Source: an optimization exercise on an open RTL-to-GDS flow (aim: small area, a short achievable clock period and few clock cycles). Production flows keep margins and buffers that such runs may drop. No activity file was given, so power comes from the tool's default toggle rates.

==> 05-10: inputs <==
Design mbf_framer, start of the top module:
module mbf_framer (
    input  wire        clk,
    input  wire        rst,
    input  wire        tx_start,
    input  wire [15:0] tx_cmd,
    input  wire [15:0] tx_len,
    input  wire        tx_flip,
    input  wire        tx_ack,
    output wire        tx_busy,
    output wire        tx_done,
    output wire        tx_oversize,
    input  wire        tx_in_valid,
    input  wire [7:0]  tx_in_data,
    output wire        tx_in_ready,
    output wire        pkt_valid,
    output wire [7:0]  pkt_data,
    output wire        pkt_last,
    input  wire        pkt_ready,
    input  wire        rx_strict,
    input  wire        rx_valid,
    input  wire [7:0]  rx_data,
    input  wire        rx_last,
    output wire        rd_valid,
    output wire [7:0]  rd_data,
    output wire        res_valid,
    output wire [1:0]  res_kind,
    output wire [3:0]  res_err,
    output wire [15:0] res_cmd,
    output wire [15:0] res_len
);
==> flow/config.mk <==
export PLATFORM = sky130hd
export DESIGN_NAME = mbf_framer
export DESIGN_NICKNAME = mbf_framer
export VERILOG_FILES = /design/flow/design.v
export SDC_FILE = /design/flow/constraint.sdc
export NUM_CORES = 4
export LEC_CHECK = 0
export CAP_MARGIN = 20
export CORE_MARGIN = 2
export CORE_UTILIZATION = 40
export SETUP_SLACK_MARGIN = 3.75
export SLEW_MARGIN = 20
==> flow/constraint.sdc <==
create_clock -name core_clock -period 6.0 [get_ports {clk}]
set_input_delay 1.2000 -clock core_clock [delete_from_list [all_inputs] [get_ports {clk}]]
set_output_delay 1.2000 -clock core_clock [all_outputs]
set_load 0.01 [all_outputs]
standard.sh (not shown) runs the stock make flow with config.mk's settings and CLKGATE_MAP_FILE= SYNTH_SCRIPT=/design/flow/synth_recipe.tcl, a recipe that flattens the netlist after the stock synthesis.
==> flow/flow/run.sh <==
#!/bin/bash
# Layout flow: the standard ORFS flow (standard.sh, unchanged synthesis),
# with smaller port buffers and a lighter clock tree.
#  - every input and output port still gets its own buffer, a buf_1
#    instead of the default clkdlybuf4s50_1;
#  - CTS builds the tree from clkbuf_4/clkbuf_8 and inserts no dummy loads.
# Each step's full log is under orfs/logs; standard.sh's own output goes to
# standard.log here.
set -uo pipefail
export BUFFER_PORTS_ARGS="-buffer_cell sky130_fd_sc_hd__buf_1"
export CTS_ARGS="-sink_clustering_enable -repair_clock_nets -dont_use_dummy_load -buf_list {sky130_fd_sc_hd__clkbuf_4 sky130_fd_sc_hd__clkbuf_8} -sink_clustering_size 25 -sink_clustering_max_diameter 60"
bash standard.sh > standard.log 2>&1
==> 04-12 (differences from 05-10) <==
--- a/flow/design.v
+++ b/flow/design.v
@@ -14,32 +14,32 @@
     output reg         tx_in_ready,
     output reg         pkt_valid,
     output reg  [7:0]  pkt_data,
     output reg         pkt_last,
     input  wire        pkt_ready
 );
     reg        busy;        
-    reg        ovs_pend;    
     reg [15:0] cmd_q;
     reg [9:0]  rem;         
     reg        flip_q;
     reg        ack_q;
     reg [3:0]  last_idx;    
     reg [3:0]  pkt_idx;
     reg [5:0]  pos;         
     reg        pay_q;       
-    reg        pkt_fin;     
     reg        sk_v;
     reg [7:0]  sk_d;
     wire oversize = (tx_len[15:10] != 6'd0) || (tx_len[9:0] > 10'd988);
+    wire ovs_pend = tx_busy && !busy;     
     wire [9:0] l     = tx_len[9:0];
     reg        up_q;
     wire       up_c  = ({2'b00, rem[9:6], 1'b0} + {1'b0, rem[5:0]}) >= 7'd59;
     wire [3:0] n_m1  = rem[9:6] + {3'd0, up_q};
     wire pkt0      = (pkt_idx == 4'd0);
+    wire pkt_fin   = pkt_last && (!busy || pkt0);
     wire pos_lo    = (pos[5:1] == 5'd0);                                  
     wire sub_hdr   = pkt0 && (pos[5:3] == 3'd0) && (pos[2] != pos[1]);    
     wire rem_nz    = (rem != 10'd0);
     wire is_pay    = pay_q;      
     wire       big  = (rem[9:6] != 4'd0) || (rem[5:0] >= (pkt0 ? 6'd58 : 6'd62));
     wire [5:0] plen = big ? 6'd62 : rem[5:0] + {3'd0, pkt0, 2'd0};
     wire in_fire  = tx_in_valid && tx_in_ready;
@@ -69,50 +69,46 @@
             gen_byte = 8'h00;
         else if (sk_v)
             gen_byte = sk_d;
         else
             gen_byte = tx_in_data;
     end
     wire       busy_n = acc_ok || (busy && !(adv && gen_fin));
-    wire       ovs_n  = (accept && oversize) || (ovs_pend && pkt_valid && pkt_fin);
     wire       sk_v_n = sk_v ? !take_pay : (in_fire && !take_pay);
     wire rem_is0 = (rem == 10'd0);
     wire rem_is1 = (rem == 10'd1);
     wire pay_nx  = !(pos == 6'd63 || pos == 6'd0) &&
                    !(pkt0 && (pos == 6'd1 || pos == 6'd2 || pos == 6'd3 || pos == 6'd4)) &&
                    (pay_q ? !rem_is1 : !rem_is0);
     wire ready_n = busy && (take_pay ? !rem_is1 : (!sk_v && !in_fire && !rem_is0));
     always @(posedge clk) begin
         if (rst) begin
             busy        <= 1'b0;
-            ovs_pend    <= 1'b0;
             tx_busy     <= 1'b0;
             tx_done     <= 1'b0;
             tx_in_ready <= 1'b0;
             pkt_valid   <= 1'b0;
             sk_v        <= 1'b0;
         end else begin
             busy        <= busy_n;
-            ovs_pend    <= ovs_n;
             tx_busy     <= accept || (busy && !(adv && gen_fin)) ||
-                           (ovs_pend && pkt_valid && pkt_fin);    
+                           (ovs_pend && pkt_valid && pkt_fin);
             tx_done     <= fire_fin || (ovs_pend && !(pkt_valid && pkt_fin));
             tx_in_ready <= ready_n;
             pkt_valid   <= adv || (pkt_valid && !pkt_ready);
             sk_v        <= sk_v_n;
         end
-        tx_oversize <= ovs_pend && !(pkt_valid && pkt_fin);
+        tx_oversize <= !fire_fin;        
     end
     always @(posedge clk) begin
         if (!sk_v)
             sk_d <= tx_in_data;
-        pkt_data <= pkt_data ^ ((gen_byte ^ pkt_data) & {8{adv}});
         if (adv) begin
+            pkt_data <= gen_byte;
             pkt_last <= gen_last;
-            pkt_fin  <= gen_fin;
         end
         if (pos == 6'd0 && pkt0)
             up_q <= up_c;
         if (pos == 6'd1 && pkt0)
             last_idx <= n_m1;
         if (!tx_busy) begin
             cmd_q    <= tx_cmd;
@@ -156,29 +152,25 @@
     reg [15:0] len_q;
     reg [2:0]  hp;           
     reg [6:0]  d;            
     reg        inc_q;        
     reg        cmp_q;        
     reg        fin;
     reg        fin_bad;      
-    reg        fin_at1;      
     reg [2:0]  err_q;
     assign res_cmd = cmd_q;
     assign res_len = len_q;
     assign res_err = {1'b0, err_q};
     wire at0 = (hp == 3'd0);
     wire at1 = (hp == 3'd1);
     wire at5 = (hp == 3'd5);
     wire at6 = (hp == 3'd6);
-    function inc_of(input [7:0] d, input f, input [3:0] kk, input [3:0] t0, input s);
-        inc_of = s && ((d[7:4] != kk) || (!f && d[3:0] != t0));
-    endfunction
     wire take = (hp >= 3'd2) && !d[6] && (!first || at6);
-    wire inc      = fin_at1 ? inc_of(rd_data, first, k, tot0, rx_strict) : inc_q;
-    wire cmp      = fin_at1 ? (rd_data[7:4] == rd_data[3:0]) : cmp_q;
+    wire inc      = inc_q;       
+    wire cmp      = cmp_q;
     wire too_long = !first && (k == 4'd0);
     wire fail     = fin_bad || too_long || inc;
     wire len_ok   = p0ok && (len_q[15:10] == 6'd0) && (rem == 10'd0);
     wire ends     = fin && (fail || cmp);
     always @(posedge clk) begin
         if (rst) begin
             first     <= 1'b1;
@@ -204,29 +196,17 @@
                 end else begin
                     first <= 1'b0;
                     k     <= k + 4'd1;
                 end
             end
         end
     end
-    wire       cap   = rx_valid && first;
-    wire [7:0] en_c0 = {8{cap && hp == 3'd2}};
-    wire [7:0] en_c1 = {8{cap && hp == 3'd3}};
-    wire [7:0] en_l0 = {8{cap && hp == 3'd4}};
-    wire [7:0] en_l1 = {8{cap && at5}};
-    always @(posedge clk) begin
-        cmd_q[7:0]  <= cmd_q[7:0]  ^ ((rx_data ^ cmd_q[7:0])  & en_c0);
-        cmd_q[15:8] <= cmd_q[15:8] ^ ((rx_data ^ cmd_q[15:8]) & en_c1);
-        len_q[7:0]  <= len_q[7:0]  ^ ((rx_data ^ len_q[7:0])  & en_l0);
-        len_q[15:8] <= len_q[15:8] ^ ((rx_data ^ len_q[15:8]) & en_l1);
-    end
     always @(posedge clk) begin
         rd_data <= rx_data;
         fin_bad <= at0 || (!d[6] && d[5:0] != 6'd0) || (first && hp < 3'd5);
-        fin_at1 <= at1;
         res_kind <= (fail || !len_ok)          ? 2'd3 :
                     (cmd_q == CMD_DBG_MESSAGE) ? 2'd2 :
                     (cmd_q == CMD_ID_RETRY)    ? 2'd1 : 2'd0;
         err_q    <= fin_bad  ? 3'd3 :
                     too_long ? 3'd5 :
                     inc      ? 3'd4 :
                     !len_ok  ? 3'd2 : 3'd0;
@@ -236,20 +216,27 @@
             else if (d[5:0] != 6'd63)
                 d <= d - 7'd1;
             if (first && at5)
                 rem <= {rx_data[1:0], len_q[7:0]};
             else if (take)
                 rem <= rem - 10'd1;
             if (at1) begin
-                inc_q <= inc_of(rx_data, first, k, tot0, rx_strict);
+                inc_q <= rx_strict && ((rx_data[7:4] != k) ||
+                                       (!first && rx_data[3:0] != tot0));
                 cmp_q <= (rx_data[7:4] == rx_data[3:0]);
                 if (first) begin
                     tot0 <= rx_data[3:0];
                     p0ok <= !d[6] && (d[5:2] != 4'd0);    
                 end
+            end
+            if (first) begin
+                if (hp == 3'd2) cmd_q[7:0]  <= rx_data;
+                if (hp == 3'd3) cmd_q[15:8] <= rx_data;
+                if (hp == 3'd4) len_q[7:0]  <= rx_data;
+                if (at5)        len_q[15:8] <= rx_data;
             end
         end
     end
 endmodule
 module mbf_framer (
     input  wire        clk,
     input  wire        rst,
==> 11-19 (differences from 05-10) <==
==> flow/design.v (replaced) <==
module mbf_tx (
    input  wire        clk,
    input  wire        rst,
    input  wire        tx_start,
    input  wire [15:0] tx_cmd,
    input  wire [15:0] tx_len,
    input  wire        tx_flip,
    input  wire        tx_ack,
    output reg         tx_busy,
    output reg         tx_done,
    output reg         tx_oversize,
    input  wire        tx_in_valid,
    input  wire [7:0]  tx_in_data,
    output reg         tx_in_ready,
    output reg         pkt_valid,
    output reg  [7:0]  pkt_data,
    output reg         pkt_last,
    input  wire        pkt_ready
);
    reg        busy;        
    reg        ovs_pend;    
    reg [15:0] cmd_q;
    reg [9:0]  rem;         
    reg        flip_q;
    reg        ack_q;
    reg [3:0]  last_idx;    
    reg [3:0]  pkt_idx;
    reg [5:0]  pos;         
    reg        pkt_fin;     
    reg        sk_v;
    reg [7:0]  sk_d;
    wire oversize = (tx_len[15:10] != 6'd0) || (tx_len[9:0] > 10'd988);
    wire [9:0]  l = tx_len[9:0];
    wire [15:1] c;
    genvar gi;
    generate
        for (gi = 1; gi < 16; gi = gi + 1) begin : g_cmp
            assign c[gi] = (l >= 10'd62 * gi - 10'd3);
        end
    endgenerate
    wire [3:0] n_m1;
    assign n_m1[3] = c[8];
    assign n_m1[2] = n_m1[3] ? c[12] : c[4];
    assign n_m1[1] = n_m1[3] ? (n_m1[2] ? c[14] : c[10]) : (n_m1[2] ? c[6] : c[2]);
    assign n_m1[0] = n_m1[3] ? (n_m1[2] ? (n_m1[1] ? c[15] : c[13]) : (n_m1[1] ? c[11] : c[9]))
                             : (n_m1[2] ? (n_m1[1] ? c[7]  : c[5])  : (n_m1[1] ? c[3]  : c[1]));
    wire pkt0      = (pkt_idx == 4'd0);
    wire pos_lo    = (pos[5:1] == 5'd0);                                  
    wire sub_hdr   = pkt0 && (pos[5:3] == 3'd0) && (pos[2] != pos[1]);    
    wire rem_nz    = (rem != 10'd0);
    wire is_pay    = !pos_lo && !sub_hdr && rem_nz;
    wire       big  = (rem[9:6] != 4'd0) || (rem[5:0] >= (pkt0 ? 6'd58 : 6'd62));
    wire [5:0] plen = big ? 6'd62 : rem[5:0] + {3'd0, pkt0, 2'd0};
    wire in_fire  = tx_in_valid && tx_in_ready;
    wire out_free = !pkt_valid || (pkt_ready && !pkt_fin);
    wire fire_fin = pkt_valid && pkt_ready && pkt_fin;
    wire accept   = tx_start && !tx_busy;
    wire acc_ok   = accept && !oversize;
    wire avail    = !is_pay || sk_v || in_fire;
    wire adv      = busy && out_free && avail;
    wire gen_last = (pos == 6'd63);
    wire gen_fin  = gen_last && (pkt_idx == last_idx);
    wire take_pay = adv && is_pay;
    reg [7:0] gen_byte;
    always @(*) begin
        if (pos == 6'd0)
            gen_byte = {flip_q, ack_q, plen};
        else if (pos == 6'd1)
            gen_byte = {pkt_idx, last_idx};
        else if (sub_hdr)
            case (pos[2:0])
                3'd2:    gen_byte = cmd_q[7:0];
                3'd3:    gen_byte = cmd_q[15:8];
                3'd4:    gen_byte = rem[7:0];
                default: gen_byte = {6'd0, rem[9:8]};
            endcase
        else if (!rem_nz)
            gen_byte = 8'h00;
        else if (sk_v)
            gen_byte = sk_d;
        else
            gen_byte = tx_in_data;
    end
    wire       busy_n = acc_ok || (busy && !(adv && gen_fin));
    wire       ovs_n  = (accept && oversize) || (ovs_pend && pkt_valid && pkt_fin);
    wire       sk_v_n = sk_v ? !take_pay : (in_fire && !take_pay);
    wire [9:0] rem_n  = acc_ok ? tx_len[9:0] : (take_pay ? rem - 10'd1 : rem);
    always @(posedge clk) begin
        if (rst) begin
            busy        <= 1'b0;
            ovs_pend    <= 1'b0;
            tx_busy     <= 1'b0;
            tx_done     <= 1'b0;
            tx_in_ready <= 1'b0;
            pkt_valid   <= 1'b0;
            sk_v        <= 1'b0;
        end else begin
            busy        <= busy_n;
            ovs_pend    <= ovs_n;
            tx_busy     <= busy_n || ovs_n;
            tx_done     <= fire_fin || (ovs_pend && !(pkt_valid && pkt_fin));
            tx_in_ready <= busy_n && !sk_v_n && (rem_n != 10'd0);
            pkt_valid   <= adv || (pkt_valid && !pkt_ready);
            sk_v        <= sk_v_n;
        end
        tx_oversize <= ovs_pend && !(pkt_valid && pkt_fin);
    end
    always @(posedge clk) begin
        if (!sk_v)
            sk_d <= tx_in_data;
        rem <= rem_n;
        if (adv) begin
            pkt_data <= gen_byte;
            pkt_last <= gen_last;
            pkt_fin  <= gen_fin;
        end
        if (acc_ok) begin
            cmd_q    <= tx_cmd;
            flip_q   <= tx_flip;
            ack_q    <= tx_ack;
            last_idx <= n_m1;
            pkt_idx  <= 4'd0;
            pos      <= 6'd0;
        end else if (adv) begin
            pos <= pos + 6'd1;
            if (gen_last) pkt_idx <= pkt_idx + 4'd1;
        end
    end
endmodule
module mbf_rx (
    input  wire        clk,
    input  wire        rst,
    input  wire        rx_strict,
    input  wire        rx_valid,
    input  wire [7:0]  rx_data,
    input  wire        rx_last,
    output reg         rd_valid,
    output reg  [7:0]  rd_data,
    output reg         res_valid,
    output reg  [1:0]  res_kind,
    output wire [3:0]  res_err,
    output wire [15:0] res_cmd,
    output wire [15:0] res_len
);
    localparam [15:0] CMD_DBG_MESSAGE = 16'hF001;
    localparam [15:0] CMD_ID_RETRY    = 16'hF002;
    reg        first;        
    reg [3:0]  k;            
    reg [3:0]  tot0;         
    reg [9:0]  rem;          
    reg        p0ok;         
    reg [15:0] cmd_q;
    reg [15:0] len_q;
    reg [2:0]  hp;           
    reg [6:0]  c;            
    reg        inc_q;        
    reg        cmp_q;        
    reg [2:0]  err_q;
    assign res_cmd = cmd_q;
    assign res_len = len_q;
    assign res_err = {1'b0, err_q};
    wire [3:0] idx = rx_data[7:4];
    wire [3:0] tot = rx_data[3:0];
    wire inc_live = rx_strict && ((idx != k) || (!first && tot != tot0));
    wire cmp_live = (idx == tot);
    wire at0 = (hp == 3'd0);
    wire at1 = (hp == 3'd1);
    wire at5 = (hp == 3'd5);
    wire at6 = (hp == 3'd6);
    wire inc = at1 ? inc_live : inc_q;
    wire cmp = at1 ? cmp_live : cmp_q;
    wire take = (hp >= 3'd2) && (c != 7'd0) && (!first || at6);
    wire bad_pkt  = at0 || (c[6:1] != 6'd0) || (first && hp < 3'd5);
    wire too_long = !first && (k == 4'd0);
    wire fail     = bad_pkt || too_long || inc;
    wire len_ok   = p0ok &&
                    ((first && at5) ? ({rx_data, len_q[7:0]} == 16'd0)
                                    : ((len_q[15:10] == 6'd0) &&
                                       (rem == {9'd0, take})));
    wire ends     = rx_valid && rx_last && (fail || cmp);
    always @(posedge clk) begin
        if (rst) begin
            first     <= 1'b1;
            k         <= 4'd0;
            hp        <= 3'd0;
            rd_valid  <= 1'b0;
            res_valid <= 1'b0;
        end else begin
            rd_valid  <= rx_valid && take;
            res_valid <= ends;
            if (rx_valid) begin
                if (rx_last)
                    hp <= 3'd0;
                else if (!at6)
                    hp <= hp + 3'd1;
                if (rx_last) begin
                    if (ends) begin
                        first <= 1'b1;
                        k     <= 4'd0;
                    end else begin
                        first <= 1'b0;
                        k     <= k + 4'd1;
                    end
                end
            end
        end
    end
    always @(posedge clk) begin
        rd_data <= rx_data;
        res_kind <= (fail || !len_ok)          ? 2'd3 :
                    (cmd_q == CMD_DBG_MESSAGE) ? 2'd2 :
                    (cmd_q == CMD_ID_RETRY)    ? 2'd1 : 2'd0;
        err_q    <= bad_pkt  ? 3'd3 :
                    too_long ? 3'd5 :
                    inc      ? 3'd4 :
                    !len_ok  ? 3'd2 : 3'd0;
        if (rx_valid) begin
            if (at0)
                c <= {1'b0, rx_data[5:0]} + 7'd1;
            else if (!c[6] && c != 7'd0)
                c <= c - 7'd1;
            if (first && at5)
                rem <= {rx_data[1:0], len_q[7:0]};
            else if (take)
                rem <= rem - 10'd1;
            if (at0 && first)
                p0ok <= (rx_data[5:2] != 4'd0);
            if (at1) begin
                inc_q <= inc_live;
                cmp_q <= cmp_live;
                if (first) tot0 <= tot;
            end
            if (first) begin
                if (hp == 3'd2) cmd_q[7:0]  <= rx_data;
                if (hp == 3'd3) cmd_q[15:8] <= rx_data;
                if (hp == 3'd4) len_q[7:0]  <= rx_data;
                if (at5)        len_q[15:8] <= rx_data;
            end
        end
    end
endmodule
module mbf_framer (
    input  wire        clk,
    input  wire        rst,
    input  wire        tx_start,
    input  wire [15:0] tx_cmd,
    input  wire [15:0] tx_len,
    input  wire        tx_flip,
    input  wire        tx_ack,
    output wire        tx_busy,
    output wire        tx_done,
    output wire        tx_oversize,
    input  wire        tx_in_valid,
    input  wire [7:0]  tx_in_data,
    output wire        tx_in_ready,
    output wire        pkt_valid,
    output wire [7:0]  pkt_data,
    output wire        pkt_last,
    input  wire        pkt_ready,
    input  wire        rx_strict,
    input  wire        rx_valid,
    input  wire [7:0]  rx_data,
    input  wire        rx_last,
    output wire        rd_valid,
    output wire [7:0]  rd_data,
    output wire        res_valid,
    output wire [1:0]  res_kind,
    output wire [3:0]  res_err,
    output wire [15:0] res_cmd,
    output wire [15:0] res_len
);
    mbf_tx u_tx (
        .clk(clk), .rst(rst),
        .tx_start(tx_start), .tx_cmd(tx_cmd), .tx_len(tx_len),
        .tx_flip(tx_flip), .tx_ack(tx_ack),
        .tx_busy(tx_busy), .tx_done(tx_done), .tx_oversize(tx_oversize),
        .tx_in_valid(tx_in_valid), .tx_in_data(tx_in_data), .tx_in_ready(tx_in_ready),
        .pkt_valid(pkt_valid), .pkt_data(pkt_data), .pkt_last(pkt_last),
        .pkt_ready(pkt_ready)
    );
    mbf_rx u_rx (
        .clk(clk), .rst(rst),
        .rx_strict(rx_strict), .rx_valid(rx_valid), .rx_data(rx_data), .rx_last(rx_last),
        .rd_valid(rd_valid), .rd_data(rd_data),
        .res_valid(res_valid), .res_kind(res_kind), .res_err(res_err),
        .res_cmd(res_cmd), .res_len(res_len)
    );
endmodule
- SETUP_SLACK_MARGIN: 3.75 -> 3.6
==> comparison table <==
metric                                                            05-10        11-19        04-12
Sequential area share after synthesis                             0.563        0.538        0.579
Worst stage delay on the critical path                          0.43 ns      0.52 ns      0.44 ns
Non-clock buffer count                                              140          147          140
FILL cells                                                         1634         1566         1542
Global-route wire length before repair                         27000 um     27700 um     25300 um
Switching part of the total power                                 0.240        0.297        0.238
Maximum fanout along the worst path                                   2            6            2
Num Clock Sinks                                                     152          147          149
WL per Instance                                                 18.1 um      17.8 um      16.7 um
Share of the clock period used by the worst path                  0.372        0.486        0.378
Number of sequential cells                                          152          147          149
Clock slew at reported path FFs                                 0.09 ns      0.06 ns      0.07 ns
Share of Yosys cell area claimed by the top area cell type        0.415        0.372        0.430
Power per standard cell area                                236 nW/um^2  259 nW/um^2  237 nW/um^2
#MultiIn Comb                                                       418          441          395
Slew margin rel.                                                  0.438        0.488        0.376
Run status                                     timing/DRC/antenna clean  timing/DRC/antenna clean  timing/DRC/antenna clean
Switching power                                                0.470 mW     0.673 mW     0.459 mW
Final routed wirelength across all metal layers                17800 um     18100 um     15900 um
Met3 usage in global routing                                     0.0449       0.0394       0.0432
Worst setup EP type                                         output port    flip-flop    flip-flop
Combinational logic power                                      0.201 mW     0.535 mW     0.200 mW
Clk power                                                      0.567 mW     0.557 mW     0.563 mW
Post-Syn Nets                                                       711          735          684
Logic depth of the worst path, buffers included                       1            9            8
No run of this note included a check of the RTL's function; only the layout flow was run.

==> separate check: timing with driven ports <==
Ports are ideal in the flow. The routed layouts listed here were re-timed in OpenROAD. Step 1 (the two cells are an assumption about what drives the block):
set clk [get_ports {clk}]
set_driving_cell -lib_cell sky130_fd_sc_hd__clkbuf_16 $clk
set_driving_cell -lib_cell sky130_fd_sc_hd__buf_2 [delete_from_list [all_inputs] $clk]
Step 2, shift: input delay + t, output delay - t, t = (earliest + latest rising clock arrival at the registers) / 2. This alone moves slack from input paths to output paths. a / b / c = no drivers / after step 1 / after step 2; a / b = the first two.
run | t (ns) | slack for setup (ns) | slew at the worst register clock pin (ns) | worst data-port slew with drivers (ns)
05-10 | 0.476 | 3.768 / 3.731 / 3.319 | 0.09 / 0.09 | 0.05
04-12 | 0.473 | 3.733 / 3.700 / 3.396 | 0.09 / 0.09 | 0.07
11-19 | 0.477 | 3.084 / 3.089 / 2.612 | 0.08 / 0.08 | 0.07
After both steps every run listed still meets setup and hold. The setup slack of 11-19, which loses most, moves by +0.005 ns with the drivers and by -0.472 ns with both steps.
